Source: an optimization exercise on an open RTL-to-GDS flow (aim: small area, a short achievable clock period and few clock cycles). Production flows keep margins and buffers that such runs may drop. Where RTL was checked, it was by simulation tests only, not by an equivalence proof against the original. Function not checked in runs 1 to 4: the RTL went through the layout flow alone. Power figures rest on the tool's default switching activity, not on a simulated workload. The flow treats the clock pin as an ideal source, which a real chip does not have.

===== flow/config.mk =====
export PLATFORM = sky130hd
export DESIGN_NAME = lhb_tx
export DESIGN_NICKNAME = lhb_tx
export VERILOG_FILES = /design/flow/design.v
export SDC_FILE = /design/flow/constraint.sdc
export NUM_CORES = 4
export LEC_CHECK = 0
export ABC_CLOCK_PERIOD_IN_PS = 3000
export CAP_MARGIN = 20
export CORE_MARGIN = 2
export CORE_UTILIZATION = 40
export PLACE_DENSITY = 0.6
export SLEW_MARGIN = 20

===== flow/constraint.sdc =====
create_clock -name core_clock -period 10.0 [get_ports {clk}]
set_input_delay 2.0000 -clock core_clock [delete_from_list [all_inputs] [get_ports {clk}]]
set_output_delay 2.0000 -clock core_clock [all_outputs]
set_load 0.01 [all_outputs]

===== flow/design.v =====
module lhb_tx #(
    parameter TX_MSG_CAP = 128           
) (
    input  wire        clk,
    input  wire        rst,              
    input  wire        t_valid,
    input  wire [7:0]  t_data,
    input  wire        t_last,
    input  wire        t_empty,          
    output wire        t_ready,
    output wire        tx_valid,
    output wire [7:0]  tx_data,
    input  wire        tx_ready,
    output wire        e_valid,
    output wire [7:0]  e_arg,            
    output wire [15:0] e_len,            
    input  wire        e_ready
);
    localparam N  = TX_MSG_CAP + 4;      
    localparam EW = 8;                   
    localparam Q  = 105;                 
    localparam R  = Q + 1;               
    localparam ER = 8;                   
    localparam LA = TX_MSG_CAP + 1;      
    localparam AW = 8;
    localparam SW = 9;                   
    function [AW:0] nx;
        input [AW:0] a;
        nx = (a[AW-1:0] == N - 1) ? {~a[AW], {AW{1'b0}}} : {a[AW], a[AW-1:0] + 1'b1};
    endfunction
    function [AW-1:0] nxi;
        input [AW-1:0] a;
        nxi = (a == N - 1) ? {AW{1'b0}} : a + 1'b1;
    endfunction
    function [AW-1:0] dif;
        input [AW-1:0] a;
        input [AW-1:0] b;
        reg   [AW:0]   d;
        begin
            d   = {1'b0, a} - {1'b0, b};
            dif = d[AW] ? d[AW-1:0] + N : d[AW-1:0];
        end
    endfunction
    reg  [SW*N-1:0] drum;                
    localparam [1:0] W_DATA = 2'd0, W_EOF = 2'd1, W_SOF = 2'd2, W_C0 = 2'd3;
    reg  [1:0]    w_st;
    reg  [AW:0]   wr;                    
    reg  [AW-1:0] ow;                    
    reg  [AW-1:0] sw;                    
    reg  [AW:0]   sof;                   
    reg  [AW-1:0] lw;                    
    reg  [15:0]   mcnt;                  
    reg           lt_cap;                
    reg  [7:0]    first;                 
    reg           err_v;
    reg           t_rdy;
    reg           q_ok;                  
    reg  [7:0]    q_code;                
    reg           q_fill;                
    localparam R_SOF = 1'b0, R_BODY = 1'b1;
    reg           r_st;
    reg  [AW:0]   rd;                    
    reg  [AW-1:0] orr;                   
    reg           o_v;
    reg  [7:0]    o_d;                   
    reg  [7:0]    o_h;                   
    assign t_ready  = t_rdy;
    assign e_valid  = err_v;
    assign e_arg    = first;
    assign e_len    = mcnt;
    assign tx_valid = o_v;
    assign tx_data  = o_d;
    wire        t_take  = t_valid && t_rdy;
    wire [AW:0] wr1     = nx(wr);
    wire        full    = (wr[AW-1:0] == rd[AW-1:0]) && (wr[AW] != rd[AW]);
    wire        full1   = (wr1[AW-1:0] == rd[AW-1:0]) && (wr1[AW] != rd[AW]);
    wire        at_w    = (ow < EW);
    wire [AW-1:0] ow1   = nxi(ow);
    wire        at_w1   = (ow1 < EW);
    wire        can     = at_w && !full;
    wire        b_empty = t_take && t_empty;
    wire        b_store = t_take && !t_empty && lt_cap;
    wire        b_over  = t_take && !t_empty && !lt_cap;
    wire        w_eof   = (w_st == W_EOF) && can;
    wire        w_sof   = (w_st == W_SOF) && !full;
    wire        w_c0    = (w_st == W_C0) && can;
    wire        adv     = b_empty || b_store || w_eof || w_sof || w_c0;
    wire        retract = b_over && (mcnt == TX_MSG_CAP);
    wire          b_wok  = t_rdy && (lt_cap || t_empty);    
    wire [SW-1:0] b_wd   = t_empty ? {1'b1, 8'hFF} : {t_data == 8'h00, t_data};
    wire          m_we   = w_eof || w_c0;
    wire [SW-1:0] m_wd   = {1'b1, {8{!w_c0}}};
    reg  [1:0]  w_st_nx;
    always @(*) begin
        w_st_nx = w_st;
        case (w_st)
        W_DATA:  if (b_empty) w_st_nx = W_SOF;
                 else if (b_store && t_last) w_st_nx = W_EOF;
        W_EOF:   if (w_eof) w_st_nx = W_SOF;
        W_SOF:   if (w_sof) w_st_nx = W_C0;
        default: if (w_c0)  w_st_nx = W_DATA;
        endcase
    end
    wire lt_cap_nx = (b_store && mcnt == TX_MSG_CAP - 1) ? 1'b0 :
                     (w_eof || (err_v && e_ready)) ? 1'b1 : lt_cap;
    wire err_nx    = (b_over && t_last) || (err_v && !e_ready);
    wire at_w_nx   = adv ? at_w : at_w1;
    wire full_nx   = adv ? full1 : full;
    always @(posedge clk) begin
        if (rst) begin
            w_st   <= W_DATA;
            sw     <= 2;
            wr     <= 2;
            ow     <= 0;
            sof    <= 0;
            lw     <= 2;
            mcnt   <= 16'd0;
            lt_cap <= 1'b1;
            err_v  <= 1'b0;
            t_rdy  <= 1'b1;
        end else begin
            w_st   <= w_st_nx;
            sw     <= nxi(sw);
            lt_cap <= lt_cap_nx;
            t_rdy  <= (w_st_nx == W_DATA) && !err_nx && (!lt_cap_nx || (at_w_nx && !full_nx));
            if (retract) begin
                wr <= nx(nx(sof));
                ow <= (ow >= N - 1 - TX_MSG_CAP) ? ow - (N - 1 - TX_MSG_CAP) : ow + TX_MSG_CAP + 1;
                lw <= 2;
            end else if (adv) begin
                wr <= wr1;
                lw <= (b_empty || w_eof) ? 8'd0 : lw + 1'b1;
            end else begin
                ow <= ow1;
            end
            if (b_empty || w_eof)
                sof <= wr1;
            if (t_take && !t_empty) begin
                mcnt <= (mcnt == 16'hFFFF) ? mcnt : mcnt + 16'd1;
                if (mcnt == 16'd0)
                    first <= t_data;
            end
            if (w_eof || (err_v && e_ready))
                mcnt <= 16'd0;
            if (b_over && t_last)
                err_v <= 1'b1;
            else if (e_ready)
                err_v <= 1'b0;
        end
    end
    integer j;
    reg [SW*N-1:0] drum_nx;
    always @(*) begin
        drum_nx = {drum[SW*(N-1)-1:0], drum[SW*(N-1) +: SW]};
        if (rst)
            drum_nx[0 +: SW] = {1'b1, 8'h00};
        else
            for (j = 0; j < EW; j = j + 1)
                if (ow == j) begin
                    if (m_we)
                        drum_nx[SW*j +: SW] = m_wd;
                    else if (b_wok && t_valid)
                        drum_nx[SW*j +: SW] = b_wd;
                end
        if (q_fill)
            drum_nx[SW*Q +: SW] = {1'b1, q_code};
    end
    always @(posedge clk)
        drum <= drum_nx;
    function [7:0] lookahead;
        input [SW*N-1:0] d;
        integer k;
        begin
            lookahead = 8'd0;
            for (k = LA; k >= 1; k = k - 1)
                if (d[SW*((Q - 2 - k + N) % N) + 8])
                    lookahead = k;
        end
    endfunction
    wire [SW-1:0] q_slot = drum[SW*(Q-2) +: SW];
    wire [AW-1:0] q_off  = (ow <= Q - 3) ? Q - 3 - ow : Q - 3 + N - ow;
    always @(posedge clk) begin
        if (rst) begin
            q_ok   <= 1'b0;
            q_fill <= 1'b0;
        end else begin
            q_ok   <= (q_off >= lw);
            q_fill <= q_slot[8] && (q_slot[7:0] == 8'h00) && q_ok;
        end
        q_code <= lookahead(drum);
    end
    reg [SW-1:0] r_slot;
    integer      i;
    always @(*) begin
        r_slot = drum[SW*R +: SW];
        for (i = 1; i < ER; i = i + 1)
            if (orr == i)
                r_slot = drum[SW*(R+i) +: SW];
    end
    wire r_eof = r_slot[8] && (&r_slot[7:0]);
    wire r_c0  = |drum[SW*Q +: 8];       
    wire r_at  = (orr < ER);
    wire r_ok  = (r_st == R_BODY) || ((orr == 0) && (rd[AW-1:0] != sof[AW-1:0]) && r_c0);
    wire r_go  = r_at && r_ok && (!o_v || tx_ready);
    wire       o_ld  = !o_v || tx_ready;
    wire [7:0] o_new = (r_st == R_SOF || r_eof) ? 8'h00 : r_slot[7:0];
    always @(posedge clk) begin
        o_d <= o_ld ? o_new : o_h;
        o_h <= o_ld ? o_new : o_d;
    end
    always @(posedge clk) begin
        if (rst) begin
            r_st <= R_SOF;
            rd   <= 0;
            orr  <= N + 1 - R;
            o_v  <= 1'b0;
        end else begin
            if (r_go) begin
                rd  <= nx(rd);
                o_v <= 1'b1;
                if (r_st == R_SOF)
                    r_st <= R_BODY;
                else if (r_eof)
                    r_st <= R_SOF;
            end else begin
                orr <= nxi(orr);
                if (tx_ready)
                    o_v <= 1'b0;
            end
        end
    end
endmodule

===== flow/flow/run.sh =====
#!/bin/bash
# Standard layout, with port buffers of a fixed drive and timing repair
# aiming for a setup slack margin of 6.9 ns at the design's clock period.
set -euo pipefail
bash standard.sh SETUP_SLACK_MARGIN=6.9 'BUFFER_PORTS_ARGS=-buffer_cell sky130_fd_sc_hd__buf_4' finish > standard.log 2>&1

===== flow/standard.sh =====
#!/bin/bash
# synth_recipe.tcl (not shown) runs the flow's synth.tcl, then flattens the netlist and writes it again
# the make line also repeats each setting of config.mk as NAME=value (left out here)
make -C /OpenROAD-flow-scripts/flow DESIGN_CONFIG=/design/flow/config.mk WORK_HOME=/design/flow/orfs CLKGATE_MAP_FILE= SYNTH_SCRIPT=/design/flow/synth_recipe.tcl "${@:-finish}"

==> results.py, run 1 <==
metrics = {
    "status": {
        "status": "no timing/DRC/antenna violations",
    },
    "power": {
        "power_leakage_nw": 15.6,
        "p_sw_frac": 0.213,
        "internal-power_mw": 8.58,
        "ir_drop_v": 0.000178,
        "seqPwrFrac": 0.541,
        "pwr-share-comb": 0.041,
        "p_switching_mw": 2.32,
        "p_per_area_mw_per_mm2": 275,
        "p_clk_frac": 0.418,
    },
    "sta": {
        "finalSetupViolations": 0,
        "hold_violations": 0,
        "max_freq_mhz": 311,
        "fin_skew_ps": 35.4,
        "period_minus_slack_ps": 3220,
        "relSlewSlack": 0.328,
        "slew_viol_final": 0,
        "tightest_slew_ps": 999,
        "rsz0062_at_grt": "yes",
        "finalCritPeriodShare": 0.322,
        "fin_setup_tns_ps": 0,
    },
    "detailed_routing": {
        "antenna_left": 0,
        "vias": 18000,
        "drtIter0Drc": 1105,
        "wl_mm": 57.1,
        "first_pass_iters": 5,
        "drc": 0,
        "routedWlPerCell_um": 14.9,
        "vias_per_cell": 4.71,
    },
    "worst_hold_path": {
        "hold_start": "drum[174]$_DFF_P_",
        "min_to": "drum[183]$_DFF_P_",
        "whs_path_depth": 0,
        "hold_path_class": "register to register",
    },
    "global_route": {
        "grt.met1_usage": 0.187,
        "grt_pass1_vias": 18000,
        "antenna_found_initial": 3,
        "busiest_layer": "met2",
        "grt_pass1_wl_mm": 94.5,
        "grt_use_met2": 0.204,
        "met3_usage": 0.0324,
        "track_usage": 0.135,
        "grt_max_degree": 45,
        "overflow": 0,
    },
    "synth": {
        "avgSynthCellArea_sq_um": 13.2,
        "ys_seq_area_frac": 0.784,
        "synthFlopType": "dfxtp_1",
        "syn-instance-count": 2514,
        "async_reset_ff_frac": 0,
        "yosysTopAreaCellShare": 0.776,
        "ys_warn_count": 1,
        "yosys_register_bits": 1296,
        "synth_area_sq_mm": 0.0332,
        "synth_cell_types": 76,
        "synthTopCellsByCount": "1,288 x dfxtp_1, 186 x nor2_1, 125 x nand2_1, 83 x a21oi_1, 66 x clkbuf_1",
        "synth_most_common_cell": "dfxtp_1",
        "yosysTopAreaCell": "dfxtp_1",
        "synth-edff-count": 8,
        "synth_area_leaders": "dfxtp_1 78%, nor2_1 2.1%, a22o_1 1.4%",
        "synth_nets": 2552,
    },
    "floorplanning": {
        "start_util": 0.405,
        "die_y_um": 292,
        "die_w_um": 292,
        "pin_count": 50,
        "core-area_sq_mm": 0.0821,
        "row_count": 105,
        "dieArea_sq_mm": 0.0854,
    },
    "worst_setup_path": {
        "rr_worst_depth": 12,
        "crit_fanout": 4,
        "critPathLaunchType": "primary input",
        "worst-endpoint-arrival_ps": 3830,
        "rrSetupSlack_ps": 7000,
        "crit_required_ps": 10610,
        "cp-end-kind": "register",
        "rr_endpoint": "o_d[0]$_DFF_P_",
        "worstSetupPathType": "primary input to register",
        "reg2reg_from": "orr[0]$_SDFFE_PP1N_",
    },
    "clock_tree": {
        "worstSkewPairLatency_ps": 690,
        "htree_num_levels": 3,
        "clk_path_buf_depth": 3,
        "cts_tree": "built",
        "cts_root_buf": "clkbuf_16",
        "postCtsHoldBufs": 0,
        "clkSlewWorstSetupHoldPaths_ps": 60,
        "cts_sinks": 1296,
        "numCtsBuffers": 117,
    },
    "flow_run": {
        "max_cap_viol_count": 0,
    },
    "layout": {
        "final_layout_size_suffix_gt1_frac": 0.144,
        "diodes": 0,
        "design_area_sq_mm": 0.0396,
        "nNetsFinal": 2699,
        "synthToLayoutAreaGrowth_pct": 19.3,
    },
    "placement": {
        "dpl_cell_area_sq_mm": 0.0347,
        "gp_congestion": 0.835,
        "io_buffers": 49,
        "dp_hpwl_mm": 34.8,
    },
}
worst max path at each step:
stage,startpoint,to,slack [ps],cells past startpoint
after global routing,first[1]$_DFFE_PP_,e_arg[1],6740,1
after floorplan,t_empty,ow[4]$_SDFFE_PP0P_,6320,7
after detailed placement,t_empty,ow[3]$_SDFFE_PP0P_,5760,8
after global placement,t_empty,ow[6]$_SDFFE_PP0P_,5760,9
after CTS,first[0]$_DFFE_PP_,e_arg[0],6760,1
final,t_empty,ow[4]$_SDFFE_PP0P_,6780,8
stage by stage:
| stage | utilization | hold WS [ps] | power [mW] | setup WS, ps | cells |
|---|---|---|---|---|---|
| 2_1_floorplan | - | 310 | 6.25 | 6320 | 2514 |
| 3_3_place_gp | 0.423 | 310 | 6.40 | 5760 | 3562 |
| 3_5_place_dp | 0.423 | 312 | 6.42 | 5760 | 3562 |
| 4_1_cts | 0.479 | 274 | 11.0 | 6760 | 3806 |
| 5_1_grt | 0.482 | 281 | 11.3 | 6740 | 3825 |
| 6_report | 0.482 | 290 | 10.9 | 6780 | 3825 |
layer usage:
metal / wire (um) / vias up
met3: 2670 / 116
met2: 25000 / 346
met1: 27800 / 8662
met4: 1570 / 2
met5: 13 / -
li1: - / 8872
power groups by stage:
| stage | registers [mW] | clock network (mW) | logic [mW] |
|---|---|---|---|
| after global placement | 6.00 | 0 | 0.401 |
| after global routing | 5.95 | 4.89 | 0.494 |
| after detailed placement | 6.01 | 0 | 0.414 |
| final | 5.90 | 4.55 | 0.446 |
| after floorplan | 5.92 | 0 | 0.332 |
| after CTS | 5.90 | 4.67 | 0.426 |
critical path, stage by stage:
cell and delay (ps):
buf_8 100, nand3b_1 220, nor2_4 110, or4b_4 510
or4_4 510, o22ai_2 100, nor2_1 70, a211oi_1 210
cells by family after synthesis:
logic type	after synthesis	share of synthesized area
flops	1296	0.784
mux	9	0.00301
fa+ha+maj	23	0.00866
xor+xnor	91	0.0240
buf+inv	130	0.0150
compound gates	361	0.0764
simple gates	604	0.0893
layout by cell type (no fill, tap or decap), types with 44 or more instances in the layout:
cell          n
buf_4        63
nor4_1       49
a21oi_1      80
inv_1        53
nor3_1       52
a22o_1       54
xor2_1       47
xnor2_1      44
dfxtp_1    1256
clkbuf_16   117
o21ai_0      51
nand2_1     123
nand3_1      46
nor2_1      181
area by class of cell:
class / instances / area, sq um
Multi-Input combinational cell: 1089 / 6980
Clock inverter: 45 / 682
Tap cell: 1070 / 1340
Timing Repair Buffer: 102 / 925
Inverter: 55 / 209
Clock buffer: 168 / 3390
Sequential cell: 1296 / 26100
Fill cell: 7019 / 42500
timing repair:
item                       CTS  global route
resized for setup          102            32
setup endpoints to repair  117           118
cloned                       1             0
buffers inserted            30            19
pin swaps                    7            14
registers in the layout (all words and copies together), names as in the netlist, 2 cells and up:
signal	count
first	8
lw	8
rd	9
o_d	8
wr	9
ow	8
w_st	2
mcnt	16
q_code	8
drum	1188
orr	8
sof	9
o_h	8
==> run 2: changes to the inputs <==
==> flow/flow/run.sh (replaced) <==
#!/bin/bash
# Standard layout, with port buffers of a fixed drive, a clock tree of
# larger sink clusters without dummy loads, and timing repair aiming for a
# setup slack margin of 6.9 ns at the design's clock period.
set -euo pipefail
bash standard.sh SETUP_SLACK_MARGIN=6.9 \
  'BUFFER_PORTS_ARGS=-buffer_cell sky130_fd_sc_hd__buf_4' \
  'CTS_ARGS=-sink_clustering_enable -repair_clock_nets -dont_use_dummy_load -sink_clustering_size 30 -sink_clustering_max_diameter 100' \
  finish > standard.log 2>&1
--- a/flow/config.mk
+++ b/flow/config.mk
@@ -8,6 +8,6 @@
 export ABC_CLOCK_PERIOD_IN_PS = 3000
 export CAP_MARGIN = 20
 export CORE_MARGIN = 2
-export CORE_UTILIZATION = 40
-export PLACE_DENSITY = 0.6
+export CORE_UTILIZATION = 55
+export PLACE_DENSITY = 0.7
 export SLEW_MARGIN = 20
==> results.py, run 2 <==
metrics = {
    "status": {
        "status": "no timing/DRC/antenna violations",
    },
    "synth": {
        "ys_seq_area_frac": 0.784,
        "synth_compound_area_frac": 0.0764,
        "synthXorXnorAreaFrac": 0.0240,
        "ys_warn_count": 1,
        "synth_nets": 2552,
        "synth_area_leaders": "dfxtp_1 78%, nor2_1 2.1%, a22o_1 1.4%",
        "syn-instance-count": 2514,
        "synth_most_common_cell": "dfxtp_1",
        "yosysTopAreaCellShare": 0.776,
        "async_reset_ff_frac": 0,
        "synth_fa_ha_area_frac": 0.00866,
        "synth_top_family_by_area": "simple AND/OR/NAND/NOR gates",
        "synth_area_sq_mm": 0.0332,
        "yosys.area_share.simple": 0.0893,
        "yosys_register_bits": 1296,
        "yosysTopAreaCell": "dfxtp_1",
        "synth-edff-count": 8,
        "synthTopCellsByCount": "1,288 x dfxtp_1, 186 x nor2_1, 125 x nand2_1, 83 x a21oi_1, 66 x clkbuf_1",
        "synthFlopType": "dfxtp_1",
        "avgSynthCellArea_sq_um": 13.2,
        "synth_cell_types": 76,
        "synthMuxAreaShare": 0.00301,
    },
    "placement": {
        "dp_cells": 3273,
        "io_buffers": 49,
        "gp_congestion": 0.860,
        "dp_hpwl_mm": 34.1,
        "dp_slack_ps": 5810,
        "dpl_cell_area_sq_mm": 0.0344,
    },
    "sta": {
        "hold_ws_ps": 255,
        "max_freq_mhz": 294,
        "period_minus_slack_ps": 3400,
        "tightest_slew_ps": 1020,
        "finalCritPeriodShare": 0.340,
        "hold_violations": 0,
        "worst_slack_ps": 6600,
        "slew_viol_final": 0,
        "fin_setup_tns_ps": 0,
        "finalSetupViolations": 0,
        "fin_skew_ps": 66.7,
        "rsz0062_at_grt": "yes",
        "relSlewSlack": 0.311,
    },
    "worst_setup_path": {
        "crit_chain": "buf_8 -> nand3b_1 -> buf_6 -> nor2_4 -> or4b_4 -> buf_6 -> nor2_4 -> nand2_2 -> o32ai_2 -> nor2_1 -> a311oi_1",
        "crit_required_ps": 10530,
        "max_stage_delay_ps": 500,
        "worst-endpoint-arrival_ps": 3930,
        "path_buf_inv": 3,
        "rr_worst_depth": 8,
        "crit_fanout": 3,
        "critPathLaunchType": "primary input",
        "rr_endpoint": "drum[1]$_SDFF_PP0_",
        "cp-end-kind": "register",
        "critical_path_depth": 11,
        "reg2reg_from": "ow[4]$_SDFFE_PP0P_",
        "rrSetupSlack_ps": 6780,
        "crit_start": "t_empty",
        "crit_family": "simple AND/OR/NAND/NOR gates",
        "worstSetupPathType": "primary input to register",
        "cp_slowest_cell": "or4b_4",
        "endpoint": "ow[5]$_SDFFE_PP0P_",
    },
    "detailed_routing": {
        "vias": 17500,
        "wl_mm": 54.5,
        "drc": 0,
        "drtIter0Drc": 1125,
        "first_pass_iters": 5,
        "routedWlPerCell_um": 16.2,
        "vias_per_cell": 5.19,
        "antenna_left": 0,
    },
    "clock_tree": {
        "cts_sinks": 1296,
        "cts_tree": "built",
        "numCtsBuffers": 49,
        "htree_num_levels": 2,
        "cts_root_buf": "clkbuf_16",
        "worstSkewPairLatency_ps": 610,
        "clk_path_buf_depth": 3,
        "postCtsHoldBufs": 0,
        "clkSlewWorstSetupHoldPaths_ps": 120,
    },
    "layout": {
        "final_cells": 3374,
        "biggestRegsByFlops": "drum x1188, mcnt x16",
        "design_area_sq_mm": 0.0364,
        "nNetsFinal": 2631,
        "largest-register": "drum",
        "final_layout_size_suffix_gt1_frac": 0.0996,
        "fin_util": 0.607,
        "layout.cells.most_common": "dfxtp_1",
        "synthToLayoutAreaGrowth_pct": 9.65,
        "final_cell_mix": "1,255 x dfxtp_1, 179 x nor2_1, 123 x nand2_1, 79 x a21oi_1, 63 x buf_4",
        "largest_reg_flops": 1188,
    },
    "worst_hold_path": {
        "hold_path_class": "register to register",
    },
    "power": {
        "power_mw": 8.61,
        "ir_drop_v": 0.000159,
        "power_leakage_nw": 14.2,
        "p_per_area_mw_per_mm2": 236,
    },
    "floorplanning": {
        "row_count": 90,
        "pin_count": 50,
        "die_y_um": 250,
        "die_w_um": 250,
        "start_util": 0.553,
        "dieArea_sq_mm": 0.0624,
        "core-area_sq_mm": 0.0600,
    },
    "global_route": {
        "overflow": 0,
        "grt_max_degree": 45,
        "grt_pass1_wl_mm": 89.1,
        "track_usage": 0.173,
        "grt_pass1_vias": 17000,
        "antenna_found_initial": 0,
    },
    "flow_run": {
        "max_cap_viol_count": 0,
    },
}
## run 2: report_power, final
part	total, mW	internal [mW]	switching, mW
Clock	2.26	0.884	1.38
Sequential	5.89	5.68	0.213
Combinational	0.449	0.189	0.260
## run 2: cell families after synthesis
logic type      after synthesis
compound gates              361
mux                           9
flops                      1296
fa+ha+maj                    23
simple gates                604
buf+inv                     130
xor+xnor                     91
## run 2: final cells by class
type                       instances  area [sq um]
inverter                          55           209
tap                              782           978
multi-input combinational       1089          6990
fill                            4604         23600
sequential                      1296         26100
antenna                            1          2.50
clock buffer                      49          1230
timing repair buffer             102           925
## run 2: layer usage
metal	wire, um	global-route usage
met4	1250	0.0494
met5	0	0
met3	2440	0.0242
met1	27200	0.259
met2	23600	0.262
## run 2: how the worst min path moves through the flow
stage	slack [ps]	start	cells after the start	end
final	250	drum[69]$_DFF_P_	0	drum[78]$_DFF_P_
after global routing	260	drum[69]$_DFF_P_	0	drum[78]$_DFF_P_
after CTS	260	drum[69]$_DFF_P_	0	drum[78]$_DFF_P_
after detailed placement	310	drum[645]$_DFF_P_	0	drum[654]$_DFF_P_
after global placement	310	drum[147]$_DFF_P_	0	drum[156]$_DFF_P_
after floorplan	310	drum[91]$_DFF_P_	0	drum[100]$_DFF_P_
## run 2: repair_timing
item | in CTS | in global routing
gates cloned | 1 | 0
buffers inserted | 33 | 17
resized for setup | 102 | 35
setup endpoints to repair | 133 | 141
pin swaps | 7 | 11
==> run 3: changes to the inputs <==
--- a/flow/design.v
+++ b/flow/design.v
@@ -46,7 +46,6 @@
     reg  [1:0]    w_st;
     reg  [AW:0]   wr;                    
     reg  [AW-1:0] ow;                    
-    reg  [AW-1:0] sw;                    
     reg  [AW:0]   sof;                   
     reg  [AW-1:0] lw;                    
     reg  [15:0]   mcnt;                  
@@ -78,38 +77,44 @@
     wire [AW-1:0] ow1   = nxi(ow);
     wire        at_w1   = (ow1 < EW);
     wire        can     = at_w && !full;
-    wire        b_empty = t_take && t_empty;
-    wire        b_store = t_take && !t_empty && lt_cap;
-    wire        b_over  = t_take && !t_empty && !lt_cap;
     wire        w_eof   = (w_st == W_EOF) && can;
     wire        w_sof   = (w_st == W_SOF) && !full;
     wire        w_c0    = (w_st == W_C0) && can;
-    wire        adv     = b_empty || b_store || w_eof || w_sof || w_c0;
-    wire        retract = b_over && (mcnt == TX_MSG_CAP);
+    wire        m_adv   = w_eof || w_sof || w_c0;
+    wire        e_take  = err_v && e_ready;
+    wire [AW-1:0] ow_i  = m_adv ? ow : ow1;
+    wire [AW:0]   wr_i  = m_adv ? wr1 : wr;
+    wire [AW-1:0] lw_i  = w_eof ? 8'd0 : m_adv ? lw + 1'b1 : lw;
+    reg  [1:0]    w_st_i;
+    always @(*) begin
+        w_st_i = w_st;
+        case (w_st)
+        W_EOF:   if (w_eof) w_st_i = W_SOF;
+        W_SOF:   if (w_sof) w_st_i = W_C0;
+        W_C0:    if (w_c0)  w_st_i = W_DATA;
+        default: ;
+        endcase
+    end
+    wire        cap_i   = (w_eof || e_take) ? 1'b1 : lt_cap;
+    wire        err_i   = err_v && !e_ready;
+    wire        at_w_i  = m_adv ? at_w : at_w1;
+    wire        full_i  = m_adv ? full1 : full;
+    wire        rdy_i   = (w_st_i == W_DATA) && !err_i && (!cap_i || (at_w_i && !full_i));
+    wire          ret     = !lt_cap && (mcnt == TX_MSG_CAP);
+    wire [AW-1:0] ow_ret  = (ow >= N - 1 - TX_MSG_CAP) ? ow - (N - 1 - TX_MSG_CAP) : ow + TX_MSG_CAP + 1;
+    wire [AW-1:0] ow_d    = lt_cap ? ow : ret ? ow_ret : ow1;
+    wire [AW:0]   wr_d    = lt_cap ? wr1 : ret ? nx(nx(sof)) : wr;
+    wire [AW-1:0] lw_d    = lt_cap ? lw + 1'b1 : ret ? 8'd2 : lw;
+    wire [15:0]   mcnt_d  = (mcnt == 16'hFFFF) ? mcnt : mcnt + 16'd1;
+    wire          cap_d   = lt_cap && (mcnt != TX_MSG_CAP - 1);
+    wire          rdy_d   = !cap_d || (at_w && !full1);    
     wire          b_wok  = t_rdy && (lt_cap || t_empty);    
     wire [SW-1:0] b_wd   = t_empty ? {1'b1, 8'hFF} : {t_data == 8'h00, t_data};
     wire          m_we   = w_eof || w_c0;
     wire [SW-1:0] m_wd   = {1'b1, {8{!w_c0}}};
-    reg  [1:0]  w_st_nx;
-    always @(*) begin
-        w_st_nx = w_st;
-        case (w_st)
-        W_DATA:  if (b_empty) w_st_nx = W_SOF;
-                 else if (b_store && t_last) w_st_nx = W_EOF;
-        W_EOF:   if (w_eof) w_st_nx = W_SOF;
-        W_SOF:   if (w_sof) w_st_nx = W_C0;
-        default: if (w_c0)  w_st_nx = W_DATA;
-        endcase
-    end
-    wire lt_cap_nx = (b_store && mcnt == TX_MSG_CAP - 1) ? 1'b0 :
-                     (w_eof || (err_v && e_ready)) ? 1'b1 : lt_cap;
-    wire err_nx    = (b_over && t_last) || (err_v && !e_ready);
-    wire at_w_nx   = adv ? at_w : at_w1;
-    wire full_nx   = adv ? full1 : full;
     always @(posedge clk) begin
         if (rst) begin
             w_st   <= W_DATA;
-            sw     <= 2;
             wr     <= 2;
             ow     <= 0;
             sof    <= 0;
@@ -118,35 +123,40 @@
             lt_cap <= 1'b1;
             err_v  <= 1'b0;
             t_rdy  <= 1'b1;
+        end else if (!t_take) begin
+            w_st   <= w_st_i;
+            wr     <= wr_i;
+            ow     <= ow_i;
+            lw     <= lw_i;
+            if (w_eof)
+                sof <= wr1;
+            if (w_eof || e_take)
+                mcnt <= 16'd0;
+            lt_cap <= cap_i;
+            err_v  <= err_i;
+            t_rdy  <= rdy_i;
+        end else if (t_empty) begin
+            w_st   <= W_SOF;
+            wr     <= wr1;
+            lw     <= 8'd0;
+            sof    <= wr1;
+            t_rdy  <= 1'b0;
         end else begin
-            w_st   <= w_st_nx;
-            sw     <= nxi(sw);
-            lt_cap <= lt_cap_nx;
-            t_rdy  <= (w_st_nx == W_DATA) && !err_nx && (!lt_cap_nx || (at_w_nx && !full_nx));
-            if (retract) begin
-                wr <= nx(nx(sof));
-                ow <= (ow >= N - 1 - TX_MSG_CAP) ? ow - (N - 1 - TX_MSG_CAP) : ow + TX_MSG_CAP + 1;
-                lw <= 2;
-            end else if (adv) begin
-                wr <= wr1;
-                lw <= (b_empty || w_eof) ? 8'd0 : lw + 1'b1;
-            end else begin
-                ow <= ow1;
-            end
-            if (b_empty || w_eof)
-                sof <= wr1;
-            if (t_take && !t_empty) begin
-                mcnt <= (mcnt == 16'hFFFF) ? mcnt : mcnt + 16'd1;
-                if (mcnt == 16'd0)
-                    first <= t_data;
-            end
-            if (w_eof || (err_v && e_ready))
-                mcnt <= 16'd0;
-            if (b_over && t_last)
-                err_v <= 1'b1;
-            else if (e_ready)
-                err_v <= 1'b0;
-        end
+            w_st   <= (lt_cap && t_last) ? W_EOF : W_DATA;
+            wr     <= wr_d;
+            ow     <= ow_d;
+            lw     <= lw_d;
+            mcnt   <= mcnt_d;
+            lt_cap <= cap_d;
+            err_v  <= !lt_cap && t_last;
+            t_rdy  <= !t_last && rdy_d;
+        end
+    end
+    reg  [7:0] first_h;
+    wire       f_ld = t_take && !t_empty && (mcnt == 16'd0);
+    always @(posedge clk) begin
+        first   <= f_ld ? t_data : first_h;
+        first_h <= f_ld ? t_data : first;
     end
     integer j;
     reg [SW*N-1:0] drum_nx;
==> flow/flow/run.sh (replaced) <==
#!/bin/bash
# Standard layout, with port buffers of a fixed drive and timing repair
# aiming for a setup slack margin of 6.9 ns at the design's clock period.
set -euo pipefail
bash standard.sh SETUP_SLACK_MARGIN=6.9 'BUFFER_PORTS_ARGS=-buffer_cell sky130_fd_sc_hd__buf_4' finish > standard.log 2>&1
--- a/flow/config.mk
+++ b/flow/config.mk
@@ -8,6 +8,6 @@
 export ABC_CLOCK_PERIOD_IN_PS = 3000
 export CAP_MARGIN = 20
 export CORE_MARGIN = 2
-export CORE_UTILIZATION = 55
-export PLACE_DENSITY = 0.7
+export CORE_UTILIZATION = 40
+export PLACE_DENSITY = 0.6
 export SLEW_MARGIN = 20
==> results.py, run 3 <==
metrics = {
    "worst_setup_path": {
        "path_buf_inv": 1,
        "cp_slowest_cell": "dfxtp_4",
        "worstSetupPathType": "register to primary output",
        "crit_chain": "buf_6",
        "crit_fanout": 2,
        "crit_required_ps": 8000,
        "worst-endpoint-arrival_ps": 1160,
        "crit_family": "flip-flops",
        "cp-end-kind": "primary output",
        "max_stage_delay_ps": 360,
        "critPathLaunchType": "register",
    },
    "layout": {
        "nNetsFinal": 2834,
        "diodes": 0,
        "largest-register": "drum",
        "synthToLayoutAreaGrowth_pct": 19.6,
        "final_layout_size_suffix_gt1_frac": 0.156,
        "n_fill_cell": 7285,
        "final_cell_mix": "1,262 x dfxtp_1, 192 x nor2_1, 148 x nand2_1, 118 x clkbuf_16, 93 x o21ai_0",
        "layout.cells.most_common": "dfxtp_1",
        "biggestRegsByFlops": "drum x1188, mcnt x16",
        "largest_reg_flops": 1188,
        "fin_util": 0.485,
    },
    "synth": {
        "synth_nets": 2676,
        "ys_warn_count": 1,
        "synth_area_sq_mm": 0.0340,
        "yosys_register_bits": 1304,
        "synth_cell_types": 84,
        "avgSynthCellArea_sq_um": 12.9,
        "synthMuxAreaShare": 0.00883,
        "synthTopCellsByCount": "1,304 x dfxtp_1, 199 x nor2_1, 153 x nand2_1, 96 x o21ai_0, 93 x a21oi_1",
        "async_reset_ff_frac": 0,
        "yosysTopAreaCellShare": 0.767,
        "synth-edff-count": 0,
        "synth_top_family_by_area": "simple AND/OR/NAND/NOR gates",
        "synth_most_common_cell": "dfxtp_1",
        "synth_fa_ha_area_frac": 0.00846,
        "synthXorXnorAreaFrac": 0.0228,
        "yosys.area_share.simple": 0.0897,
        "synthFlopType": "dfxtp_1",
        "syn-instance-count": 2638,
        "synth_area_leaders": "dfxtp_1 77%, nor2_1 2.2%, nand2_1 1.7%",
        "ys_seq_area_frac": 0.767,
        "synth_compound_area_frac": 0.0842,
        "yosysTopAreaCell": "dfxtp_1",
    },
    "global_route": {
        "antenna_found_initial": 0,
        "grt_pass1_vias": 19000,
        "track_usage": 0.134,
        "grt_pass1_wl_mm": 96.5,
        "met3_usage": 0.0284,
        "grt_max_degree": 46,
        "grt.met1_usage": 0.183,
        "overflow": 0,
        "busiest_layer": "met2",
        "grt_use_met2": 0.206,
    },
    "floorplanning": {
        "row_count": 106,
        "dieArea_sq_mm": 0.0874,
        "start_util": 0.405,
        "die_w_um": 296,
        "pin_count": 50,
        "die_y_um": 296,
        "core-area_sq_mm": 0.0840,
    },
    "sta": {
        "fin_skew_ps": 61.8,
        "tightest_slew_ps": 1060,
        "fin_setup_tns_ps": 0,
        "finalCritPeriodShare": 0.316,
        "period_minus_slack_ps": 3160,
        "max_freq_mhz": 316,
        "rsz0062_at_grt": "yes",
        "relSlewSlack": 0.293,
        "worst_slack_ps": 6840,
        "slew_viol_final": 0,
        "finalSetupViolations": 0,
        "hold_violations": 0,
    },
    "power": {
        "ir_drop_v": 0.000184,
        "p_switching_mw": 2.40,
        "power_leakage_nw": 15.8,
        "p_clk_frac": 0.411,
        "internal-power_mw": 8.68,
        "pwr-share-comb": 0.047,
        "p_sw_frac": 0.216,
        "p_per_area_mw_per_mm2": 272,
        "seqPwrFrac": 0.542,
    },
    "detailed_routing": {
        "vias_per_cell": 4.69,
        "drtIter0Drc": 1052,
        "antenna_left": 0,
        "vias": 18900,
        "wl_mm": 58.3,
        "routedWlPerCell_um": 14.4,
        "first_pass_iters": 5,
        "drc": 0,
    },
    "clock_tree": {
        "postCtsHoldBufs": 0,
        "cts_sinks": 1304,
        "worstSkewPairLatency_ps": 680,
        "clkSlewWorstSetupHoldPaths_ps": 70,
        "htree_num_levels": 3,
        "numCtsBuffers": 118,
        "clk_path_buf_depth": 3,
        "cts_tree": "built",
        "cts_root_buf": "clkbuf_16",
    },
    "placement": {
        "dp_hpwl_mm": 35.3,
        "io_buffers": 49,
        "dp_slack_ps": 5770,
        "gp_congestion": 0.847,
    },
    "worst_hold_path": {
        "hold_path_class": "register to register",
    },
    "status": {
        "status": "no timing/DRC/antenna violations",
    },
    "flow_run": {
        "max_cap_viol_count": 0,
    },
}
## run 3: cell count changes after synthesis, sizes merged, moves of 10 or more
cell	delta
mux2	+16
a32oi	+15
and3	-14
a21oi	+10
a22o	-42
o21ai	+41
o22a	+28
nand3	+14
dfxtp	+16
nor2	+11
nand2	+28
## run 3: logic make-up (layout without fill, tap and decap cells)
| logic type | Yosys count | in the layout |
|---|---|---|
| AOI/OAI and AO/OA | 423 | 424 |
| buffers and inverters | 142 | 402 |
| DFF | 1304 | 1304 |
| xor gates and xnor gates | 87 | 87 |
| adders and majority gates | 23 | 23 |
| and+or+nand+nor | 632 | 632 |
| muxes | 27 | 27 |
## run 3: layout make-up
class	count	area [sq um]	area share
clock buffers	170	3350	0.0823
clock inverters	53	743	0.0183
inverters	60	233	0.00572
multi-input cells	1193	7690	0.189
flip-flops and latches	1304	26200	0.644
well taps	1134	1420	0.0349
repair buffers	118	1050	0.0259
repair inverters	1	5.00	0.000123
## run 3: path summary, 6_finish.rpt
check	start	to	slack, ps	depth (start not counted)
worst max register to register	wr[0]$_SDFFE_PP0P_	t_rdy$_SDFF_PP1_	6920	10
worst min register to register	drum[1066]$_DFF_P_	drum[1075]$_DFF_P_	280	0
worst max-delay path	mcnt[15]$_SDFFE_PP0P_	e_len[15]	6840	1
worst min-delay path	drum[1066]$_DFF_P_	drum[1075]$_DFF_P_	280	0
## run 3: power groups by stage
stage / sequential, mW / clock (mW) / combinational (mW)
2_1_floorplan: 6.03 / 0 / 0.378
3_3_place_gp: 6.10 / 0 / 0.457
3_5_place_dp: 6.11 / 0 / 0.470
4_1_cts: 6.01 / 4.68 / 0.494
5_1_grt: 6.07 / 4.90 / 0.577
6_report: 6.00 / 4.56 / 0.521
## run 3: through the flow
stage | total power, mW | area, sq um | hold slack [ps] | cells
after floorplan | 6.41 | 34200 | 310 | 2638
after global placement | 6.55 | 35600 | 311 | 3743
after CTS | 11.2 | 40300 | 280 | 4002
final | 11.1 | 40700 | 277 | 4033
after detailed placement | 6.58 | 35600 | 312 | 3743
after global routing | 11.5 | 40700 | 285 | 4033
## run 3: metal layers
layer,vias to the layer above,share of wire
li1,9356,-
met1,8992,0.49
met2,442,0.44
met3,133,0.051
met4,0,0.028
met5,-,0
## run 3: what timing repair did
item	CTS	global route
pin swaps	6	19
setup endpoints to repair	172	156
setup buffers	35	30
gates cloned	1	1
resized for setup	115	39
## run 3: worst reg2reg max path, stage by stage (launching register included)
cell and delay (ps):
dfxtp_2 390, ha_1 310, nor4bb_2 220, and2_2 280, o32a_1 390, a2111oi_1 380
buf_4 210, a211oi_1 70, o31ai_1 370, a21o_1 190, o311ai_1 110
==> run 4: changes to the inputs <==
==> flow/flow/run.sh (replaced) <==
#!/bin/bash
# Standard layout, with port buffers of a fixed drive, a clock tree without
# dummy loads, and timing repair aiming for a setup slack margin of 6.9 ns
# at the design's clock period.
set -euo pipefail
bash standard.sh SETUP_SLACK_MARGIN=6.9 \
  'BUFFER_PORTS_ARGS=-buffer_cell sky130_fd_sc_hd__buf_4' \
  'CTS_ARGS=-sink_clustering_enable -repair_clock_nets -dont_use_dummy_load' \
  finish > standard.log 2>&1
--- a/flow/config.mk
+++ b/flow/config.mk
@@ -8,6 +8,6 @@
 export ABC_CLOCK_PERIOD_IN_PS = 3000
 export CAP_MARGIN = 20
 export CORE_MARGIN = 2
-export CORE_UTILIZATION = 40
-export PLACE_DENSITY = 0.6
+export CORE_UTILIZATION = 55
+export PLACE_DENSITY = 0.7
 export SLEW_MARGIN = 20
==> results.py, run 4 <==
metrics = {
    "status": {
        "status": "no timing/DRC/antenna violations",
    },
    "layout": {
        "largest-register": "drum",
        "layout.cells.most_common": "dfxtp_1",
        "biggestRegsByFlops": "drum x1188, mcnt x16",
        "final_cell_mix": "1,266 x dfxtp_1, 192 x nor2_1, 148 x nand2_1, 113 x clkbuf_16, 95 x o21ai_0",
        "largest_reg_flops": 1188,
        "final_layout_size_suffix_gt1_frac": 0.124,
        "synthToLayoutAreaGrowth_pct": 13.9,
        "fin_util": 0.630,
        "design_area_sq_mm": 0.0388,
        "nNetsFinal": 2806,
    },
    "global_route": {
        "overflow": 0,
        "grt.met1_usage": 0.254,
        "grt_max_degree": 46,
        "met3_usage": 0.0349,
        "grt_pass1_wl_mm": 94.6,
        "track_usage": 0.182,
        "antenna_found_initial": 0,
        "grt_use_met2": 0.279,
        "busiest_layer": "met2",
        "grt_pass1_vias": 18500,
    },
    "power": {
        "p_clk_frac": 0.355,
        "power_mw": 10.1,
        "internal-power_mw": 7.99,
        "power_leakage_nw": 15.1,
        "seqPwrFrac": 0.594,
        "p_switching_mw": 2.12,
        "ir_drop_v": 0.000174,
        "p_sw_frac": 0.210,
        "pwr-share-comb": 0.051,
        "p_per_area_mw_per_mm2": 261,
    },
    "floorplanning": {
        "core-area_sq_mm": 0.0615,
        "pin_count": 50,
        "row_count": 91,
        "die_y_um": 253,
        "die_w_um": 253,
        "dieArea_sq_mm": 0.0639,
        "start_util": 0.553,
    },
    "sta": {
        "hold_violations": 0,
        "finalCritPeriodShare": 0.313,
        "finalSetupViolations": 0,
        "slew_viol_final": 0,
        "fin_setup_tns_ps": 0,
        "worst_slack_ps": 6870,
        "max_freq_mhz": 319,
        "rsz0062_at_grt": "yes",
        "fin_skew_ps": 66.6,
        "tightest_slew_ps": 907,
        "period_minus_slack_ps": 3130,
        "relSlewSlack": 0.394,
    },
    "worst_setup_path": {
        "rr_worst_depth": 8,
        "crit_required_ps": 10480,
        "critPathLaunchType": "primary input",
        "worst-endpoint-arrival_ps": 3610,
        "cp-end-kind": "register",
        "worstSetupPathType": "primary input to register",
        "crit_fanout": 45,
    },
    "synth": {
        "synth_nets": 2676,
        "yosysTopAreaCellShare": 0.767,
        "ys_seq_area_frac": 0.767,
        "synth_most_common_cell": "dfxtp_1",
        "yosys_register_bits": 1304,
        "avgSynthCellArea_sq_um": 12.9,
        "synth_cell_types": 84,
        "async_reset_ff_frac": 0,
        "ys_warn_count": 1,
        "synth_area_leaders": "dfxtp_1 77%, nor2_1 2.2%, nand2_1 1.7%",
        "synth_area_sq_mm": 0.0340,
        "synth-edff-count": 0,
        "yosysTopAreaCell": "dfxtp_1",
        "syn-instance-count": 2638,
        "synthFlopType": "dfxtp_1",
        "synthTopCellsByCount": "1,304 x dfxtp_1, 199 x nor2_1, 153 x nand2_1, 96 x o21ai_0, 93 x a21oi_1",
    },
    "detailed_routing": {
        "wl_mm": 57.8,
        "drc": 0,
        "first_pass_iters": 5,
        "routedWlPerCell_um": 16.2,
        "vias_per_cell": 5.32,
        "drtIter0Drc": 1276,
        "antenna_left": 0,
        "vias": 18900,
    },
    "flow_run": {
        "max_cap_viol_count": 0,
    },
    "placement": {
        "dp_slack_ps": 5760,
        "gp_congestion": 0.846,
        "io_buffers": 49,
        "dp_hpwl_mm": 35.2,
        "dpl_cell_area_sq_mm": 0.0352,
    },
    "clock_tree": {
        "numCtsBuffers": 113,
        "worstSkewPairLatency_ps": 660,
        "cts_sinks": 1304,
        "htree_num_levels": 3,
        "cts_tree": "built",
        "cts_root_buf": "clkbuf_16",
        "clkSlewWorstSetupHoldPaths_ps": 60,
        "clk_path_buf_depth": 3,
    },
    "worst_hold_path": {
        "hold_path_class": "register to register",
        "whs_path_depth": 0,
    },
}
==> run 4: cell counts after synthesis <==
Identical to the previous run, type by type.
==> run 4: layer usage <==
metal / up-vias / share of wire
met5: - / 0
met3: 140 / 0.057
met1: 9031 / 0.48
met4: 0 / 0.029
li1: 9214 / -
met2: 532 / 0.44
==> run 4: area by class of cell <==
type                            count  area, sq um
Sequential cell                  1304        26200
Fill cell                        4646        22700
Multi-Input combinational cell   1194         7670
Clock buffer                      113         2830
Tap cell                          790          988
Timing Repair Buffer               94          841
Inverter                           60          229
Timing Repair inverter              1         5.00
Antenna cell                        1         2.50
==> run 4: power groups by stage <==
stage          clock network, mW  logic [mW]  registers, mW
2_1_floorplan                  0       0.378           6.03
3_3_place_gp                   0       0.455           6.10
3_5_place_dp                   0       0.469           6.12
4_1_cts                     3.69       0.497           6.02
5_1_grt                     3.89       0.567           6.07
6_report                    3.59       0.513           6.01
==> run 4: path summary, 6_finish.rpt <==
check                      startpoint                    end  slack, ps
setup / recovery                  rst  mcnt[13]$_SDFFE_PP0P_       6870
setup reg to reg  orr[6]$_SDFFE_PP0N_         o_h[0]$_DFF_P_       7020
hold reg to reg    drum[1047]$_DFF_P_     drum[1056]$_DFF_P_        280
hold / removal     drum[1047]$_DFF_P_     drum[1056]$_DFF_P_        280
==> run 4: timing repair <==
action,4_1_cts,5_1_grt
pin swaps,5,7
hold buffers,0,0
resized for setup,106,30
cloned,2,1
endpoints found under the hold margin,0,0
setup endpoints to repair,148,144
setup buffers,37,2
==> run 4: metrics by stage <==
stage	hold WS [ps]	instances
2_1_floorplan	310	2638
3_3_place_gp	309	3400
3_5_place_dp	312	3400
4_1_cts	280	3552
5_1_grt	280	3556
6_report	283	3557
==> run 4: cell families (layout without fill, tap and decap cells) <==
logic type	after synthesis	count (layout)	synth area share
buffers and inverters	142	268	0.0187
AND/OR/NAND/NOR	632	634	0.0897
adder cells (fa/ha/maj)	23	23	0.00846
multiplexers	27	27	0.00883
other	0	1	0
AO/OA/AOI/OAI	423	423	0.0842
XOR/XNOR	87	87	0.0228
flip-flops	1304	1304	0.767
==> run 4: critical path, stage by stage <==
cell and delay, ps:
buf_4 470, inv_1 560, nand2_2 420, nor2_1 90
==> run 5: changes to the inputs <==
--- a/flow/design.v
+++ b/flow/design.v
@@ -16,7 +16,7 @@
     output wire [15:0] e_len,            
     input  wire        e_ready
 );
-    localparam N  = TX_MSG_CAP + 4;      
+    localparam N  = TX_MSG_CAP + 3;      
     localparam EW = 8;                   
     localparam Q  = 105;                 
     localparam R  = Q + 1;               
@@ -210,7 +210,7 @@
     wire r_eof = r_slot[8] && (&r_slot[7:0]);
     wire r_c0  = |drum[SW*Q +: 8];       
     wire r_at  = (orr < ER);
-    wire r_ok  = (r_st == R_BODY) || ((orr == 0) && (rd[AW-1:0] != sof[AW-1:0]) && r_c0);
+    wire r_ok  = (r_st == R_BODY) || ((orr == 0) && (rd != sof) && r_c0);
     wire r_go  = r_at && r_ok && (!o_v || tx_ready);
     wire       o_ld  = !o_v || tx_ready;
     wire [7:0] o_new = (r_st == R_SOF || r_eof) ? 8'h00 : r_slot[7:0];
==> results.py, run 5 <==
metrics = {
    "sta": {
        "hold_violations": 0,
        "fin_setup_tns_ps": 0,
        "max_freq_mhz": 319,
        "finalSetupViolations": 0,
        "finalCritPeriodShare": 0.313,
        "rsz0062_at_grt": "yes",
        "period_minus_slack_ps": 3130,
        "relSlewSlack": 0.483,
        "slew_viol_final": 0,
        "tightest_slew_ps": 772,
        "hold_ws_ps": 280,
        "fin_skew_ps": 65.2,
    },
    "synth": {
        "yosysTopAreaCellShare": 0.769,
        "yosysTopAreaCell": "dfxtp_1",
        "synthFlopType": "dfxtp_1",
        "synth_area_sq_mm": 0.0337,
        "async_reset_ff_frac": 0,
        "synthTopCellsByCount": "1,295 x dfxtp_1, 184 x nor2_1, 106 x a21oi_1, 105 x nand2_1, 96 x o21ai_0",
        "ys_warn_count": 1,
        "avgSynthCellArea_sq_um": 13.1,
        "synth_nets": 2628,
        "yosys_register_bits": 1295,
        "ys_seq_area_frac": 0.769,
        "synth_area_leaders": "dfxtp_1 77%, nor2_1 2.0%, a21oi_1 1.6%",
        "synth_most_common_cell": "dfxtp_1",
        "syn-instance-count": 2582,
        "synth-edff-count": 0,
        "synth_cell_types": 80,
    },
    "layout": {
        "fin_util": 0.641,
        "largest-register": "drum",
        "diodes": 0,
        "n_fill_cell": 4420,
        "final_cell_mix": "1,253 x dfxtp_1, 177 x nor2_1, 113 x clkbuf_16, 104 x a21oi_1, 99 x nand2_1",
        "biggestRegsByFlops": "drum x1179, mcnt x16",
        "final_layout_size_suffix_gt1_frac": 0.139,
        "layout.cells.most_common": "dfxtp_1",
        "synthToLayoutAreaGrowth_pct": 14.9,
        "nNetsFinal": 2783,
        "largest_reg_flops": 1179,
    },
    "global_route": {
        "grt_max_degree": 41,
        "antenna_found_initial": 1,
        "grt_pass1_vias": 18500,
        "overflow": 0,
        "grt_pass1_wl_mm": 95.6,
        "track_usage": 0.186,
    },
    "detailed_routing": {
        "vias_per_cell": 5.26,
        "vias": 18500,
        "antenna_left": 0,
        "first_pass_iters": 5,
        "wl_mm": 58.6,
        "drtIter0Drc": 1169,
        "drc": 0,
        "routedWlPerCell_um": 16.7,
    },
    "worst_hold_path": {
        "hold_path_class": "register to register",
    },
    "placement": {
        "dp_hpwl_mm": 36.1,
        "io_buffers": 49,
        "gp_congestion": 0.882,
    },
    "power": {
        "p_per_area_mw_per_mm2": 259,
        "seqPwrFrac": 0.589,
        "p_sw_frac": 0.212,
        "ir_drop_v": 0.000161,
        "power_leakage_nw": 15.3,
        "internal-power_mw": 7.89,
        "pwr-share-comb": 0.052,
        "p_switching_mw": 2.12,
        "p_clk_frac": 0.358,
    },
    "clock_tree": {
        "cts_tree": "built",
        "worstSkewPairLatency_ps": 640,
        "cts_root_buf": "clkbuf_16",
        "numCtsBuffers": 113,
        "clkSlewWorstSetupHoldPaths_ps": 60,
        "htree_num_levels": 3,
        "cts_sinks": 1295,
        "postCtsHoldBufs": 0,
        "clk_path_buf_depth": 3,
    },
    "floorplanning": {
        "pin_count": 50,
        "dieArea_sq_mm": 0.0633,
        "start_util": 0.558,
        "row_count": 90,
        "die_w_um": 252,
        "die_y_um": 252,
        "core-area_sq_mm": 0.0605,
    },
    "worst_setup_path": {
        "crit_required_ps": 8000,
        "cp-end-kind": "primary output",
        "crit_fanout": 2,
        "crit_chain": "buf_6",
        "cp_slowest_cell": "dfxtp_4",
        "crit_family": "flip-flops",
        "rrSetupSlack_ps": 6960,
        "worst-endpoint-arrival_ps": 1130,
        "critPathLaunchType": "register",
        "max_stage_delay_ps": 390,
        "worstSetupPathType": "register to primary output",
        "path_buf_inv": 1,
    },
    "status": {
        "status": "no timing/DRC/antenna violations",
    },
    "flow_run": {
        "max_cap_viol_count": 0,
    },
}
run 5: changes by cell type after synthesis, sizes merged, moves of 12 or more:
| cell | before | now |
|---|---|---|
| nor2 | 199 | 186 |
| o21ai | 98 | 112 |
| a22o | 12 | 53 |
| a21oi | 93 | 106 |
| o22a | 28 | 0 |
| o32ai | 0 | 12 |
| a32oi | 18 | 6 |
| and3 | 7 | 19 |
| nand2 | 153 | 105 |
run 5: kinds of logic after synthesis:
| family | count (synthesis) | share of synthesized area |
|---|---|---|
| fa+ha+maj | 31 | 0.0115 |
| xor+xnor | 86 | 0.0223 |
| simple gates | 573 | 0.0846 |
| compound gates | 434 | 0.0868 |
| flops | 1295 | 0.769 |
| mux | 30 | 0.0102 |
| buf+inv | 133 | 0.0156 |
run 5: layer usage:
layer  GRT usage  vias up  share of wire
li1            -     9128              -
met1       0.261     8806           0.48
met2       0.282      434           0.44
met3      0.0390      115          0.050
met4      0.0733        0          0.031
met5           0        -              0
run 5: timing repair:
| item | CTS | global route |
|---|---|---|
| gates cloned | 1 | 0 |
| gates resized for setup | 128 | 30 |
| endpoints found under the setup margin | 142 | 154 |
| buffers inserted | 34 | 25 |
| pin swaps | 5 | 9 |
run 5: cell type report:
type | count | area [sq um] | area share
clock buffers | 113 | 2830 | 0.0730
inverters | 62 | 246 | 0.00636
multi-input cells | 1155 | 7670 | 0.198
repair buffers | 110 | 980 | 0.0253
flip-flops and latches | 1295 | 26000 | 0.672
well taps | 782 | 978 | 0.0253
run 5: final timing paths:
check	end	cells past startpoint	from
setup / recovery	tx_data[2]	1	o_d[2]$_DFF_P_
hold / removal	drum[1085]$_DFF_P_	0	drum[1076]$_DFF_P_
setup reg to reg	r_st$_SDFFE_PP0P_	10	orr[5]$_SDFFE_PP0N_
hold reg to reg	drum[1085]$_DFF_P_	0	drum[1076]$_DFF_P_
run 5: stage by stage:
stage	setup WS [ps]	power (mW)	instances	area [sq um]
detailed placement	5920	6.48	3344	34900
finish	6870	10.0	3517	38700
floorplan	6740	6.28	2582	33900
global route	6830	10.4	3517	38700
global placement	5960	6.45	3344	34900
CTS	6820	10.1	3492	38400
run 5: power by group through the flow:
stage          sequential, mW  combinational, mW  clock (mW)
3_3_place_gp             5.99              0.455           0
4_1_cts                  5.91              0.500        3.68
5_1_grt                  5.96              0.580        3.88
6_report                 5.91              0.525        3.59
2_1_floorplan            5.92              0.359           0
3_5_place_dp             6.01              0.469           0
Testbench counts of run 5, summed over its fixed seeds: cycles 17,954.
==> run 6: changes to the inputs <==
--- a/flow/config.mk
+++ b/flow/config.mk
@@ -8,6 +8,6 @@
 export ABC_CLOCK_PERIOD_IN_PS = 3000
 export CAP_MARGIN = 20
 export CORE_MARGIN = 2
-export CORE_UTILIZATION = 55
-export PLACE_DENSITY = 0.7
+export CORE_UTILIZATION = 65
+export PLACE_DENSITY = 0.8
 export SLEW_MARGIN = 20
==> results.py, run 6 <==
metrics = {
    "global_route": {
        "grt_pass1_wl_mm": 111,
        "track_usage": 0.265,
        "grt_max_degree": 41,
        "antenna_found_initial": 1,
        "overflow": 0,
        "grt_pass1_vias": 19900,
    },
    "synth": {
        "avgSynthCellArea_sq_um": 13.1,
        "yosysTopAreaCellShare": 0.769,
        "async_reset_ff_frac": 0,
        "yosysTopAreaCell": "dfxtp_1",
        "syn-instance-count": 2582,
        "synth-edff-count": 0,
        "synth_area_sq_mm": 0.0337,
        "synthTopCellsByCount": "1,295 x dfxtp_1, 184 x nor2_1, 106 x a21oi_1, 105 x nand2_1, 96 x o21ai_0",
        "synth_most_common_cell": "dfxtp_1",
        "yosys_register_bits": 1295,
        "ys_warn_count": 1,
        "synth_cell_types": 80,
        "synth_nets": 2628,
        "synthFlopType": "dfxtp_1",
        "ys_seq_area_frac": 0.769,
        "synth_area_leaders": "dfxtp_1 77%, nor2_1 2.0%, a21oi_1 1.6%",
    },
    "layout": {
        "layout.cells.most_common": "dfxtp_1",
        "synthToLayoutAreaGrowth_pct": 13.7,
        "largest-register": "drum",
        "biggestRegsByFlops": "drum x1179, mcnt x16",
        "final_layout_size_suffix_gt1_frac": 0.130,
        "final_cell_mix": "1,254 x dfxtp_1, 178 x nor2_1, 109 x clkbuf_16, 105 x a21oi_1, 101 x nand2_1",
        "nNetsFinal": 2767,
        "final_cells": 3399,
        "largest_reg_flops": 1179,
        "diodes": 0,
    },
    "worst_setup_path": {
        "reg2reg_from": "rd[2]$_SDFFE_PP0P_",
        "critPathLaunchType": "primary input",
        "rr_worst_depth": 7,
        "worst-endpoint-arrival_ps": 3610,
        "cp-end-kind": "register",
        "rr_endpoint": "drum[70]$_DFF_P_",
        "worstSetupPathType": "primary input to register",
        "crit_required_ps": 10480,
        "rrSetupSlack_ps": 6940,
        "crit_fanout": 15,
    },
    "placement": {
        "dp_cells": 3242,
        "dp_hpwl_mm": 38.0,
        "io_buffers": 49,
        "gp_congestion": 0.882,
    },
    "detailed_routing": {
        "drtIter0Drc": 1784,
        "vias": 19400,
        "first_pass_iters": 19,
        "wl_mm": 69.9,
        "routedWlPerCell_um": 20.6,
        "antenna_left": 0,
        "vias_per_cell": 5.72,
        "drc": 0,
    },
    "floorplanning": {
        "die_y_um": 232,
        "dieArea_sq_mm": 0.0537,
        "pin_count": 50,
        "row_count": 83,
        "die_w_um": 232,
        "start_util": 0.657,
        "core-area_sq_mm": 0.0513,
    },
    "worst_hold_path": {
        "hold_path_class": "register to register",
        "whs_path_depth": 0,
        "min_to": "drum[789]$_DFF_P_",
        "hold_start": "drum[780]$_DFF_P_",
    },
    "power": {
        "internal-power_mw": 7.82,
        "pwr-share-comb": 0.052,
        "seqPwrFrac": 0.591,
        "power_leakage_nw": 15.2,
        "p_per_area_mw_per_mm2": 262,
        "ir_drop_v": 0.000195,
        "p_sw_frac": 0.222,
        "p_switching_mw": 2.23,
        "p_clk_frac": 0.357,
    },
    "status": {
        "status": "no timing/DRC/antenna violations",
    },
    "sta": {
        "relSlewSlack": 0.293,
        "tightest_slew_ps": 1050,
        "fin_skew_ps": 78.7,
        "max_freq_mhz": 320,
        "fin_setup_tns_ps": 0,
        "rsz0062_at_grt": "yes",
        "period_minus_slack_ps": 3120,
        "slew_viol_final": 0,
        "hold_violations": 0,
        "finalCritPeriodShare": 0.312,
        "finalSetupViolations": 0,
    },
    "clock_tree": {
        "numCtsBuffers": 109,
        "clk_path_buf_depth": 3,
        "clkSlewWorstSetupHoldPaths_ps": 70,
        "worstSkewPairLatency_ps": 670,
        "cts_sinks": 1295,
        "htree_num_levels": 3,
        "cts_root_buf": "clkbuf_16",
        "cts_tree": "built",
    },
    "flow_run": {
        "max_cap_viol_count": 0,
    },
}
-- run 6: timing repair --
item,in CTS,in global routing
setup buffers,29,18
hold buffers,0,0
pin swaps,3,4
resized for setup,120,26
endpoints found under the setup margin,128,150
gates cloned,1,0
-- run 6: area by class of cell --
class / instances / area [sq um]
repair buffers: 98 / 871
fillers: 2982 / 13000
inverters: 62 / 239
multi-input cells: 1155 / 7630
well taps: 680 / 851
clock buffers: 109 / 2730
flip-flops and latches: 1295 / 26000
-- run 6: power by group through the flow --
stage / clock network [mW] / registers [mW] / logic (mW)
2_1_floorplan: 0 / 5.92 / 0.359
3_3_place_gp: 0 / 5.99 / 0.456
3_5_place_dp: 0 / 6.02 / 0.470
4_1_cts: 3.65 / 5.94 / 0.506
5_1_grt: 3.84 / 5.98 / 0.572
6_report: 3.59 / 5.94 / 0.523
-- run 6: worst max-delay path: stages --
cell and delay (ps):
buf_4 130, and2_4 210, nand2b_4 130, nor2_4 50, buf_4 180, a2bb2oi_4 160
nand4_1 210, nor4_2 330, xnor2_1 160, nor2_1 60
-- run 6: worst max-delay path by stage --
stage	startpoint	end	slack, ps	depth (start not counted)
global placement	t_valid	lw[7]$_SDFFE_PP0P_	6010	9
finish	t_valid	lw[7]$_SDFFE_PP0P_	6880	10
CTS	o_d[6]$_DFF_P_	tx_data[6]	6840	1
detailed placement	t_valid	lw[7]$_SDFFE_PP0P_	5890	9
global route	rd[2]$_SDFFE_PP0P_	drum[70]$_DFF_P_	6740	7
floorplan	t_valid	lw[7]$_SDFFE_PP0P_	6740	8
-- run 6: metrics by stage --
stage | setup slack, ps | hold WS [ps] | total power, mW | area, sq um | utilization
after floorplan | 6740 | 310 | 6.28 | 33900 | -
after global placement | 6010 | 310 | 6.45 | 34800 | 0.678
after detailed placement | 5890 | 312 | 6.49 | 34800 | 0.678
after CTS | 6840 | 283 | 10.1 | 38100 | 0.743
after global routing | 6740 | 277 | 10.4 | 38300 | 0.748
final | 6880 | 277 | 10.1 | 38300 | 0.748
-- run 6: cell families (layout without fill, tap and decap cells) --
| family | Yosys count | after routing | synth area share |
|---|---|---|---|
| DFF | 1295 | 1295 | 0.769 |
| and+or+nand+nor | 573 | 573 | 0.0846 |
| AOI/OAI and AO/OA | 434 | 435 | 0.0868 |
| buffers and inverters | 133 | 269 | 0.0156 |
| xor gates and xnor gates | 86 | 86 | 0.0223 |
| adders and majority gates | 31 | 31 | 0.0115 |
| muxes | 30 | 30 | 0.0102 |
-- run 6: routing by layer --
metal  share of wire  global-route usage  up-vias
met5               0                   0        -
met4           0.042               0.111        0
met3           0.059              0.0512      258
met2            0.47               0.434      782
met1            0.43               0.346     9317
li1                -                   -     9077
==> run 7: changes to the inputs <==
==> flow/flow/run.sh (replaced) <==
#!/bin/bash
# Standard layout, with port buffers of a fixed drive, a clock tree of
# larger sink clusters without dummy loads, and timing repair aiming for a
# setup slack margin of 7.0 ns at the design's clock period.
set -euo pipefail
bash standard.sh SETUP_SLACK_MARGIN=7.0 \
  'BUFFER_PORTS_ARGS=-buffer_cell sky130_fd_sc_hd__buf_4' \
  'CTS_ARGS=-sink_clustering_enable -repair_clock_nets -dont_use_dummy_load -sink_clustering_size 30 -sink_clustering_max_diameter 80' \
  finish > standard.log 2>&1
--- a/flow/config.mk
+++ b/flow/config.mk
@@ -8,6 +8,6 @@
 export ABC_CLOCK_PERIOD_IN_PS = 3000
 export CAP_MARGIN = 20
 export CORE_MARGIN = 2
-export CORE_UTILIZATION = 65
-export PLACE_DENSITY = 0.8
+export CORE_UTILIZATION = 55
+export PLACE_DENSITY = 0.7
 export SLEW_MARGIN = 20
==> results.py, run 7 <==
metrics = {
    "status": {
        "status": "no timing/DRC/antenna violations",
    },
    "global_route": {
        "grt_pass1_vias": 17300,
        "overflow": 0,
        "antenna_found_initial": 0,
        "grt_max_degree": 41,
        "grt_pass1_wl_mm": 92.5,
    },
    "detailed_routing": {
        "antenna_left": 0,
        "vias_per_cell": 5.22,
        "drc": 0,
        "drtIter0Drc": 1211,
        "first_pass_iters": 5,
    },
    "sta": {
        "slew_viol_final": 0,
        "finalSetupViolations": 0,
        "fin_skew_ps": 85.7,
        "worst_slack_ps": 6830,
        "max_freq_mhz": 316,
        "relSlewSlack": 0.446,
        "fin_setup_tns_ps": 0,
        "hold_violations": 0,
        "tightest_slew_ps": 827,
        "rsz0062_at_grt": "yes",
    },
    "synth": {
        "ys_seq_area_frac": 0.769,
        "synth_top_family_by_area": "compound AO/OA/AOI/OAI gates",
        "yosysTopAreaCellShare": 0.769,
        "synth_area_sq_mm": 0.0337,
        "async_reset_ff_frac": 0,
        "synthXorXnorAreaFrac": 0.0223,
        "synthMuxAreaShare": 0.0102,
        "ys_warn_count": 1,
        "synth_most_common_cell": "dfxtp_1",
        "synthTopCellsByCount": "1,295 x dfxtp_1, 184 x nor2_1, 106 x a21oi_1, 105 x nand2_1, 96 x o21ai_0",
        "synth_area_leaders": "dfxtp_1 77%, nor2_1 2.0%, a21oi_1 1.6%",
        "synth_nets": 2628,
        "synth_fa_ha_area_frac": 0.0115,
        "synthFlopType": "dfxtp_1",
    },
    "clock_tree": {
        "numCtsBuffers": 52,
        "worstSkewPairLatency_ps": 640,
        "htree_num_levels": 2,
        "clk_path_buf_depth": 3,
        "postCtsHoldBufs": 0,
        "cts_root_buf": "clkbuf_16",
    },
    "power": {
        "p_switching_mw": 1.93,
        "seqPwrFrac": 0.669,
        "p_per_area_mw_per_mm2": 235,
        "p_sw_frac": 0.219,
        "pwr-share-comb": 0.065,
        "internal-power_mw": 6.87,
    },
    "layout": {
        "design_area_sq_mm": 0.0375,
        "layout.cells.most_common": "dfxtp_1",
        "largest_reg_flops": 1179,
        "final_layout_size_suffix_gt1_frac": 0.130,
        "fin_util": 0.620,
        "synthToLayoutAreaGrowth_pct": 11.2,
        "biggestRegsByFlops": "drum x1179, mcnt x16",
        "multi_input_area_sq_mm": 0.00786,
    },
    "worst_setup_path": {
        "rrSetupSlack_ps": 7010,
        "worst-endpoint-arrival_ps": 1170,
        "crit_fanout": 2,
        "critPathLaunchType": "register",
        "crit_chain": "buf_6",
        "crit_required_ps": 8000,
        "cp-end-kind": "primary output",
        "rr_endpoint": "mcnt[8]$_SDFFE_PP0P_",
        "cp_slowest_cell": "dfxtp_4",
        "crit_family": "flip-flops",
    },
    "worst_hold_path": {
        "hold_path_class": "register to register",
        "whs_path_depth": 0,
        "min_to": "drum[166]$_DFF_P_",
    },
    "floorplanning": {
        "pin_count": 50,
        "dieArea_sq_mm": 0.0633,
        "die_w_um": 252,
    },
}
[run 7: cell counts after synthesis]
No cell type changed its count.
[run 7: timing repair]
item / in CTS / in global routing
setup endpoints to repair: 184 / 142
pin swaps: 8 / 14
setup buffers: 24 / 42
cloned: 1 / 0
gates resized for setup: 137 / 37
[run 7: worst max path at each step]
| stage | cells after the start | start | endpoint |
|---|---|---|---|
| detailed placement | 9 | t_valid | lw[7]$_SDFFE_PP0P_ |
| global placement | 9 | t_valid | lw[7]$_SDFFE_PP0P_ |
| CTS | 1 | o_d[7]$_DFF_P_ | tx_data[7] |
| finish | 1 | o_d[7]$_DFF_P_ | tx_data[7] |
| global route | 1 | o_d[7]$_DFF_P_ | tx_data[7] |
| floorplan | 8 | t_valid | lw[7]$_SDFFE_PP0P_ |
[run 7: layout make-up]
type	count	area share
clock buffers	52	0.0347
flip-flops and latches	1295	0.694
well taps	782	0.0261
multi-input cells	1155	0.210
inverters	62	0.00647
repair buffers	119	0.0287
[run 7: power groups by stage]
stage | clock network (mW) | registers [mW] | logic (mW)
floorplan | 0 | 5.92 | 0.379
global placement | 0 | 5.99 | 0.484
detailed placement | 0 | 6.00 | 0.494
CTS | 2.41 | 5.90 | 0.529
global route | 2.59 | 5.95 | 0.626
finish | 2.34 | 5.89 | 0.576
[run 7: metal layers]
| layer | share of wire | track usage | wire length [um] | vias up |
|---|---|---|---|---|
| li1 | - | - | - | 9012 |
| met1 | 0.50 | 0.267 | 29200 | 8596 |
| met2 | 0.42 | 0.269 | 24500 | 377 |
| met3 | 0.045 | 0.0287 | 2620 | 105 |
| met4 | 0.028 | 0.0585 | 1630 | 0 |
| met5 | 0 | 0 | 0 | - |
[run 7: kinds of logic after synthesis]
group,Yosys count
compound gates,434
mux,30
simple gates,573
fa+ha+maj,31
flops,1295
buf+inv,133
xor+xnor,86
[run 7: metrics by stage]
stage                     hold WS (ps)  std cells
after floorplan                    310       2582
after global placement             310       3346
after detailed placement           312       3346
after CTS                          227       3423
after global routing               237       3465
final                              242       3465

Re-timed with assumed drivers on the ports (clkbuf_16 on the clock, buf_2 on other inputs), run 7 has 6.775 ns of setup slack against 6.832 ns with ideal ports, and 6.386 ns once port delays also move by the mid clock arrival of 0.654 ns.
